Source: an optimization exercise on an open RTL-to-GDS flow (aim: small area, a short achievable clock period and few clock cycles). Production flows keep margins and buffers that such runs may drop. Power and IR drop assume default switching activity.

==> inputs of job 5329 <==
// rx_framer
module rx_framer (
    input  wire        clk,
    input  wire        rst,             
    input  wire        poll_valid,
    output reg         poll_ready,
    input  wire        poll_has_byte,   
    input  wire [7:0]  poll_byte,
    input  wire [31:0] poll_now,        
    output reg         resp_valid,
    output reg         resp_inact,      
    output reg         resp_frame_ok,   
    output reg         resp_crc_err,    
    output reg         fo_valid,
    output reg  [7:0]  fo_data
);
    localparam [7:0]  HEADER1     = 8'hAA;
    localparam [7:0]  HEADER2     = 8'h55;
    localparam [7:0]  TERMINATOR  = 8'h0D;
    localparam [7:0]  MAX_PAYLOAD = 8'd121;
    localparam [31:0] INACT_MS    = 32'd1500;
    localparam        NCH         = 121;    
    localparam [2:0]  MAXOUT      = 3'd4;   
    reg        s0_v, s0_has;
    reg [7:0]  s0_b;
    reg [31:0] s0_now;
    always @(posedge clk) begin
        s0_v   <= poll_valid & poll_ready & ~rst;
        s0_has <= poll_has_byte;
        s0_b   <= poll_byte;
        s0_now <= poll_now;
    end
    reg [31:0] t_last;
    always @(posedge clk)
        if (s0_v & s0_has)
  ...
Settings: LEC_CHECK=0, CAP_MARGIN=20, CORE_MARGIN=2, CORE_UTILIZATION=50, SETUP_SLACK_MARGIN=5, SLEW_MARGIN=20; clock period 10.0 ns.
standard.sh (not shown) runs the stock make flow with config.mk's settings and CLKGATE_MAP_FILE= SYNTH_SCRIPT=/design/flow/synth_recipe.tcl, a recipe that flattens the netlist after the stock synthesis.
==> flow/flow/run.sh <==
#!/bin/bash
# The standard layout (standard synthesis, floorplan, placement, CTS,
# routing), with timing repair aiming below the clock period: repair_timing
# is asked for a setup margin of MARGIN ns at the design's own clock.
set -uo pipefail
MARGIN=${MARGIN:-6.7}
bash standard.sh SETUP_SLACK_MARGIN=$MARGIN finish > standard_flow.log 2>&1
==> job 2627 (differences from job 5329) <==
==> flow/design.v (replaced) <==
module rx_framer (
    input  wire        clk,
    input  wire        rst,             
    input  wire        poll_valid,
    output reg         poll_ready,
    input  wire        poll_has_byte,   
    input  wire [7:0]  poll_byte,
    input  wire [31:0] poll_now,        
    output reg         resp_valid,
    output reg         resp_inact,      
    output reg         resp_frame_ok,   
    output reg         resp_crc_err,    
    output reg         fo_valid,
    output reg  [7:0]  fo_data
);
    localparam [7:0]  HEADER1     = 8'hAA;
    localparam [7:0]  HEADER2     = 8'h55;
    localparam [7:0]  TERMINATOR  = 8'h0D;
    localparam [7:0]  MAX_PAYLOAD = 8'd121;
    localparam [31:0] INACT_MS    = 32'd1500;
    localparam        NCH         = 123;    
    localparam [2:0]  MAXOUT      = 3'd4;   
    reg        s0_v, s0_has;
    reg [7:0]  s0_b;
    reg [31:0] s0_now;
    always @(posedge clk) begin
        s0_v   <= poll_valid & poll_ready & ~rst;
        s0_has <= poll_has_byte;
        s0_b   <= poll_byte;
        s0_now <= poll_now;
    end
    reg [31:0] t_last;
    always @(posedge clk)
        if (s0_v & s0_has)
            t_last <= s0_now;
    wire [31:0] elapsed = s0_now - t_last;
    reg       s1_v, s1_has, s1_e;
    reg [7:0] s1_b;
    reg       s1_h1, s1_h2, s1_ack, s1_len, s1_term;
    always @(posedge clk) begin
        s1_v    <= s0_v & ~rst;
        s1_has  <= s0_has;
        s1_e    <= elapsed > INACT_MS;
        s1_b    <= s0_b;
        s1_h1   <= s0_b == HEADER1;
        s1_h2   <= s0_b == HEADER2;
        s1_ack  <= s0_b[7:1] == 7'd0;
        s1_len  <= s0_b <= MAX_PAYLOAD;
        s1_term <= s0_b == TERMINATOR;
    end
    localparam [3:0] F_IDLE = 4'd0, F_SH1 = 4'd1, F_SH2 = 4'd2, F_SLEN = 4'd3,
                     F_PAY  = 4'd4, F_CLO = 4'd5, F_CHI = 4'd6, F_TERM = 4'd7,
                     F_DISC = 4'd8;
    reg [3:0] fst;
    reg [6:0] rem;           
    reg [6:0] len;           
    reg       ack;           
    reg       fack;          
    reg       s2_v, s2_inact, s2_wr, s2_crst, s2_cstep, s2_done;
    reg [7:0] s2_b;
    wire      inact = s1_v && (fst != F_IDLE) && s1_e;
    wire [3:0] fst0 = inact ? F_IDLE : fst;
    reg [3:0] fst_n;
    reg       wr_n, crst_n, cstep_n, done_n;
    always @(*) begin
        fst_n   = fst0;
        wr_n    = 1'b0;
        crst_n  = 1'b0;
        cstep_n = 1'b0;
        done_n  = 1'b0;
        if (s1_has) begin
            case (fst0)
                F_IDLE: if (s1_h1) begin fst_n = F_SH1; crst_n = 1'b1; end
                F_SH1:
                    if (s1_h2)      begin fst_n = F_SH2; cstep_n = 1'b1; end
                    else if (s1_h1) begin fst_n = F_SH1; crst_n = 1'b1; end
                    else            fst_n = F_IDLE;
                F_SH2:
                    if (s1_ack)     begin fst_n = F_SLEN; cstep_n = 1'b1; end
                    else if (s1_h1) begin fst_n = F_SH1; crst_n = 1'b1; end
                F_SLEN:
                    if (s1_len) begin
                        fst_n = (s1_b[6:0] == 7'd0) ? F_CLO : F_PAY;
                        cstep_n = 1'b1;
                    end else if (s1_h1) begin fst_n = F_SH1; crst_n = 1'b1; end
                    else fst_n = F_IDLE;
                F_PAY: begin
                    if (rem == 7'd1) fst_n = F_CLO;
                    cstep_n = 1'b1; wr_n = 1'b1;
                end
                F_CLO: begin fst_n = F_CHI; cstep_n = 1'b1; wr_n = 1'b1; end
                F_CHI: begin fst_n = F_TERM; cstep_n = 1'b1; wr_n = 1'b1; end
                F_TERM:
                    if (s1_term) begin fst_n = F_IDLE; done_n = 1'b1; end
                    else fst_n = F_DISC;
                default:  
                    if (s1_h1) begin fst_n = F_SH1; crst_n = 1'b1; end
            endcase
        end
    end
    always @(posedge clk) begin
        if (rst) begin
            fst  <= F_IDLE;
            s2_v <= 1'b0;
        end else begin
            s2_v <= s1_v;
            if (s1_v) begin
                fst <= fst_n;
                if (s1_has && fst0 == F_SH2) ack <= s1_b[0];
                if (s1_has && fst0 == F_SLEN) begin
                    len <= s1_b[6:0];
                    rem <= s1_b[6:0];
                end
                if (s1_has && fst0 == F_PAY)
                    rem <= rem - 7'd1;
                if (done_n)
                    fack <= ack;
            end
        end
        s2_inact <= inact;
        s2_wr    <= s1_v & wr_n;
        s2_crst  <= s1_v & crst_n;
        s2_cstep <= s1_v & cstep_n;
        s2_done  <= s1_v & done_n;
        s2_b     <= s1_b;
    end
    reg [15:0] crc;
    reg [15:0] crc_step;
    integer k;
    always @(*) begin
        crc_step = crc ^ {8'h00, s2_b};
        for (k = 0; k < 8; k = k + 1)
            crc_step = crc_step[0] ? ((crc_step >> 1) ^ 16'hA001) : (crc_step >> 1);
    end
    localparam [15:0] CRC_H1 = 16'h3F3F;
    always @(posedge clk) begin
        if (s2_crst)
            crc <= CRC_H1;
        else if (s2_cstep)
            crc <= crc_step;
    end
    wire oshift;                               
    reg [8*NCH-1:0] chain;
    always @(posedge clk)
        if (s2_wr | oshift)
            chain <= {chain[8*NCH-9:0], s2_b};
    wire r_v     = s2_v;
    wire r_inact = s2_inact;
    wire r_ok    = s2_done & (crc == 16'h0000);
    wire r_err   = s2_done & (crc != 16'h0000);
    reg [2:0] q_inact, q_ok, q_err;    
    reg [1:0] q_n;
    reg       busy;
    reg [4:0] ph;                      
    reg [6:0] ocr;                     
    reg       pend_inact;
    reg [2:0] nout;                    
    wire q_ne = (q_n != 2'd0);
    wire src_v     = q_ne | r_v;
    wire src_inact = q_ne ? q_inact[0] : r_inact;
    wire src_ok    = q_ne ? q_ok[0]    : r_ok;
    wire src_err   = q_ne ? q_err[0]   : r_err;
    wire take = ~busy & src_v;         
    wire pop  = take & q_ne;
    wire push = r_v & (busy | q_ne);
    assign oshift = busy & ph[3];
    reg [7:0] ch_rd;
    integer j;
    always @(*) begin
        ch_rd = 8'h00;
        for (j = 1; j < NCH; j = j + 1)
            if (len == j - 1)
                ch_rd = chain[8*j +: 8];
    end
    wire resp_n = busy ? ph[4] : (take & ~src_ok);
    always @(posedge clk) begin
        if (rst) begin
            q_n        <= 2'd0;
            busy       <= 1'b0;
            resp_valid <= 1'b0;
            fo_valid   <= 1'b0;
            nout       <= 3'd0;
            poll_ready <= 1'b1;
        end else begin
            if (pop) begin
                q_inact <= {1'b0, q_inact[2:1]};
                q_ok    <= {1'b0, q_ok[2:1]};
                q_err   <= {1'b0, q_err[2:1]};
            end
            if (push) begin
                case (q_n - {1'b0, pop})
                    2'd0: begin q_inact[0] <= r_inact; q_ok[0] <= r_ok; q_err[0] <= r_err; end
                    2'd1: begin q_inact[1] <= r_inact; q_ok[1] <= r_ok; q_err[1] <= r_err; end
                    default: begin q_inact[2] <= r_inact; q_ok[2] <= r_ok; q_err[2] <= r_err; end
                endcase
            end
            q_n <= q_n + {1'b0, push} - {1'b0, pop};
            resp_valid <= resp_n;
            fo_valid   <= 1'b0;
            if (busy) begin
                fo_valid <= 1'b1;
                if (ph[3]) begin
                    ocr <= ocr - 7'd1;
                    if (ocr == 7'd1) ph <= 5'b10000;
                end else begin
                    ph <= {ph[3:0], 1'b0};
                end
                if (ph[4]) busy <= 1'b0;
            end else if (take & src_ok) begin
                busy       <= 1'b1;
                fo_valid   <= 1'b1;
                ph         <= 5'b00001;
                ocr        <= len + 7'd2;
                pend_inact <= src_inact;
            end
            nout       <= nout + {2'd0, s0_v} - {2'd0, resp_n};
            poll_ready <= (nout + {2'd0, s0_v} - {2'd0, resp_n} + {2'd0, poll_ready}) < MAXOUT;
        end
    end
    always @(posedge clk) begin
        if (busy) begin
            resp_inact    <= pend_inact;
            resp_frame_ok <= 1'b1;
            resp_crc_err  <= 1'b0;
        end else begin
            resp_inact    <= src_inact;
            resp_frame_ok <= 1'b0;
            resp_crc_err  <= src_err;
        end
        case (1'b1)
            ~busy:  fo_data <= HEADER1;
            ph[0]:  fo_data <= HEADER2;
            ph[1]:  fo_data <= {7'd0, fack};
            ph[2]:  fo_data <= {1'b0, len};
            ph[3]:  fo_data <= ch_rd;
            default: fo_data <= TERMINATOR;
        endcase
    end
endmodule
==> flow/run.sh (new file) <==
#!/bin/bash
# synth_recipe.tcl (not shown) runs the flow's synth.tcl, then flattens the netlist and writes it again
# the make line also repeats each setting of config.mk as NAME=value (left out here)
make -C /OpenROAD-flow-scripts/flow DESIGN_CONFIG=/design/flow/config.mk WORK_HOME=/design/flow/orfs CLKGATE_MAP_FILE= SYNTH_SCRIPT=/design/flow/synth_recipe.tcl finish
Settings changed: SETUP_SLACK_MARGIN 5 to default.
removed: flow/flow/run.sh
removed: flow/standard.sh
==> job 7631 (differences from job 5329) <==
==> flow/run.sh (new file) <==
#!/bin/bash
# synth_recipe.tcl (not shown) runs the flow's synth.tcl, then flattens the netlist and writes it again
# the make line also repeats each setting of config.mk as NAME=value (left out here)
make -C /OpenROAD-flow-scripts/flow DESIGN_CONFIG=/design/flow/config.mk WORK_HOME=/design/flow/orfs CLKGATE_MAP_FILE= SYNTH_SCRIPT=/design/flow/synth_recipe.tcl finish
removed: flow/flow/run.sh
removed: flow/standard.sh
==> flow_summary_export.csv <==
group,metric,value,unit
worst_setup_path,cp_top_family,"flip-flops",
placed_design,place_congestion,0.860,
worst_setup_path,path_buf_inv,1,
routing,viasPerCell,6.31,
layout,fin_area,50100,sq um
sta,clock.fmax,0.307,GHz
placed_design,place_ws,6140,ps
routing,routed-wl-met3,7770,microns
clock_network,cts.sinks,1178,
worst_setup_path,crit_path_start,"fo_data[3]$_SDFF_PN1_",
layout,inv_count,63,
yosys,synth_fa_ha_area_frac,0.0121,
layout,multi_input_comb_cells,1357,
power,power_switching,0.00218,W
placed_design,placed_cells_incl_taps,3861,
layout,largest_register_ffs,968,
grt,grtUsageMet2,0.352,
run_status,outcome,"no timing/DRC/antenna violations",
# the run above: job 5329

==> flow_summary_export.csv <==
group,metric,value,unit
worst_setup_path,crit_path_start,"fo_data[4]$_SDFF_PN0_",
power,power_switching,0.00217,W
clock_network,cts.sinks,1178,
sta,clock.fmax,0.265,GHz
run_status,outcome,"no timing/DRC/antenna violations",
yosys,synth_fa_ha_area_frac,0.0121,
placed_design,place_ws,6110,ps
grt,grtUsageMet2,0.354,
worst_setup_path,path_buf_inv,1,
placed_design,placed_cells_incl_taps,3866,
routing,routed-wl-met3,7220,microns
layout,inv_count,63,
worst_setup_path,cp_top_family,"buffers and inverters",
placed_design,place_congestion,0.867,
# the run above: job 7631

==> flow_summary_export.csv <==
group,metric,value,unit
placed_design,place_congestion,0.959,
layout,fin_area,55500,sq um
yosys,synth.yosys.seq_area_share,0.690,
run_status,outcome,"no timing/DRC/antenna violations",
worst_setup_path,cp_top_family,"simple AND/OR/NAND/NOR gates",
yosys,synth_fa_ha_area_frac,0.0113,
placed_design,placed_cells_incl_taps,4930,
worst_setup_path,cpMostUsedCell,"buf_4",
power,power_switching,0.00255,W
worst_setup_path,crit_path_start,"len[0]$_DFFE_PP_",
routing,viasPerCell,6.86,
clock_network,cts.sinks,1166,
sta,clock.fmax,0.155,GHz
placed_design,place_ws,3920,ps
grt,grtUsageMet2,0.485,
layout,multi_input_comb_cells,2258,
# the run above: job 2627

No run of this note included a check of the RTL's function; only the layout flow was run.

static timing again, ports no longer ideal:
The results above use ideal ports. As a check the final layouts listed here were re-extracted and re-timed, cells and wires unchanged. Step 1: set_driving_cell puts a clkbuf_16 on clk and a buf_2 on each other input, an assumption about the parent block. Step 2 also shifts input and output timing later by t, the mid clock arrival at the registers, as if the neighbouring blocks saw the same clock. Three values: no drivers, after step 1, after step 2; two values: the first two.
| run | shift t [ns] | slack for setup (ns) | clock arrival spread, ns | worst register clock-pin slew, ns | pins driven straight from the clock port |
|---|---|---|---|---|---|
| job 5329 | 0.756 | 6.746 / 6.681 / 6.179 | 0.018 / 0.019 | 0.07 / 0.07 | 1 |
| job 2627 | 0.804 | 3.568 / 3.568 / 3.568 | 0.051 / 0.052 | 0.07 / 0.07 | 1 |
| job 7631 | 0.748 | 6.233 / 6.166 / 6.134 | 0.025 / 0.025 | 0.07 / 0.07 | 1 |
After both steps setup and hold are still met in every run listed. The setup slack of job 5329, which loses most, moves by -0.065 ns with the drivers and by -0.567 ns with both steps.
